From an optimization exercise on the open Yosys and OpenROAD flow, aimed at small area, a short achievable clock period and few clock cycles per item; shortcuts taken in it are not production practice. Function was checked by simulation only, so behaviour that the tests miss may differ from the original.

==> flow/design.v (excerpt) <==
module nru_itoa (
    input  wire        clk,
    input  wire        rst_n,       
    input  wire        start,
    input  wire        ptr,         
    input  wire [63:0] value,       
    input  wire [31:0] prec,        
    input  wire [7:0]  flags,       
    output wire        ready,
    output reg         done,
    output wire [9:0]  span_start,
    output wire [9:0]  span_len,
    output reg  [15:0] head,
    output reg  [1:0]  hlen,
    input  wire [8:0]  rd_addr,
    output wire [7:0]  rd_data
);
    localparam [1:0] R10 = 2'b00, R16 = 2'b01, R8 = 2'b10, R2 = 2'b11;
    wire        f_uc    = flags[0];
    wire        f_alt   = flags[1];
    wire        f_plus  = flags[2];
    wire        f_space = flags[3];
    wire        f_w64   = flags[4];
    wire        f_sgn   = flags[5];
    wire [1:0]  f_radix = flags[7:6];
    wire        dec_in  = !ptr && f_radix == R10;
    wire        oct_in  = !ptr && f_radix == R8;
    wire [1:0]  rad_in  = ptr ? R16 : f_radix;
    wire        wide    = f_w64 || ptr;
    wire        sbit    = f_w64 ? value[63] : value[31];
    wire        is_neg  = !ptr && f_sgn && sbit;
    wire [63:0] u = wide ? value : {32'd0, value[31:0]};
    reg  [7:0]  nzp, nzn;
    integer c;
    always @(*) begin
        for (c = 0; c < 8; c = c + 1) begin
            nzp[c] = |u[8*c +: 8];
            if (c == 0)
                nzn[c] = 1'b1;
            else
                nzn[c] = !(&value[8*c-1 +: 8]) && (f_w64 || c < 4);
        end
    end
    wire [7:0]  nz = is_neg ? nzn : nzp;
    reg  [2:0]  top_in;
    always @(*) begin
        top_in = 3'd0;
        for (c = 0; c < 8; c = c + 1)
            if (nz[c]) top_in = c[2:0];
    end
    wire        u_nz = |nzp;
    reg  [15:0] head_in;
    reg  [1:0]  hlen_in;
    always @(*) begin
        head_in = 16'd0;
        hlen_in = 2'd0;
        if (!ptr) begin
            if (f_sgn) begin
                if (is_neg)       begin head_in = 16'h002D; hlen_in = 2'd1; end
                else if (f_plus)  begin head_in = 16'h002B; hlen_in = 2'd1; end
                else if (f_space) begin head_in = 16'h0020; hlen_in = 2'd1; end
            end else if (f_alt) begin
                case (f_radix)
                    R8:  begin head_in = 16'h0030; hlen_in = 2'd1; end
                    R16: if (u_nz) begin
  ...
Size in the first run: about 4000 cells after synthesis, about 130 flip-flops, about 21000 µm² of cells after synthesis.
clock: 6.0 ns
lec_check: 0
abc_area: 1
cap_margin: 20
core_margin: 2
core_utilization: 40
setup_slack_margin: 1
slew_margin: 20
synth_hierarchical: 1
synth_minimum_keep_size: 0
standard.sh (not shown) runs the stock make flow with config.mk's settings and CLKGATE_MAP_FILE= SYNTH_SCRIPT=/design/flow/synth_recipe.tcl, a recipe that flattens the netlist after the stock synthesis.
==> flow/flow/run.sh <==
#!/bin/bash
# The standard layout, with port buffers that timing repair may resize.
set -euo pipefail
bash standard.sh MATCH_CELL_FOOTPRINT=0 'BUFFER_PORTS_ARGS=-buffer_cell sky130_fd_sc_hd__buf_2' finish > flow.log 2>&1
Testbench counts at the start, summed over its fixed seeds: cycles 13,482, items 4,800.
==> next run, changes <==
Settings changed: ABC_AREA 1 to unset, ABC_CLOCK_PERIOD_IN_PS set to 2000, SETUP_SLACK_MARGIN 1 to 1.5.
=> Cell area rose by 6.6%. Via count fell by 8.4%. Routed wire length rose by 6.7%. Setup slack improved by 0.26 ns. Die area fell by 2.7%. Worst hold slack got worse by 0.13 ns.
==> next run, changes <==
Settings changed: ABC_CLOCK_PERIOD_IN_PS 2000 to 3500, CORE_UTILIZATION 40 to 60, PLACE_DENSITY set to 0.75, SETUP_SLACK_MARGIN 1.5 to 1.25.
The changed run finished with timing, DRC and antenna clean. Non-clock buffer count went down by 105. Wire length went down by 7.2%. Worst setup slack is worse by 0.14 ns. Area after synthesis does not change.
==> next run, changes <==
Settings changed: GPL_TIMING_DRIVEN set to 0, SETUP_SLACK_MARGIN 1.25 to 1.
Non-clock buffer count climbs by 27.
Final cell count grows slightly.
Via count rises by a few percent.
Sequential cell count stays the same.
Setup slack degrades by 0.26 ns.
Synthesized cell count does not change.
Wire length rose by a few percent.

==> re-timing with driven ports <==
How much do the figures lean on ideal ports? The routed layouts below were timed once more, with nothing changed but the port constraints. Step 1, drivers: a clkbuf_16 drives clk and a buf_2 each remaining input, both assumed. Step 2 moves the port delays by t, midway between the first and last clock arrival at a register: inputs arrive t later, outputs are due t later. That takes back most of the time a late clock gives input paths. Three values: ideal ports, drivers, drivers and shift; two values: the first two.
run | t, ns | setup WS [ns] | worst setup path at the end | worst slew at a driven data input, ns | pins driven straight from the clock port
the first run | 0.496 | 1.103 / 1.082 / 0.852 | input to register | 0.06 | 1
the second run | 0.479 | 1.362 / 1.197 / 1.107 | input to register | 0.18 | 1
the third run | 0.477 | 1.225 / 1.136 / 0.775 | input to register | 0.16 | 1
the fourth run | 0.489 | 0.967 / 0.990 / 0.501 | input to register | 0.10 | 1
After both steps setup and hold are still met in every run listed. For the fourth run, which loses most, drivers alone change the setup slack by +0.023 ns; drivers and shift together by -0.466 ns.
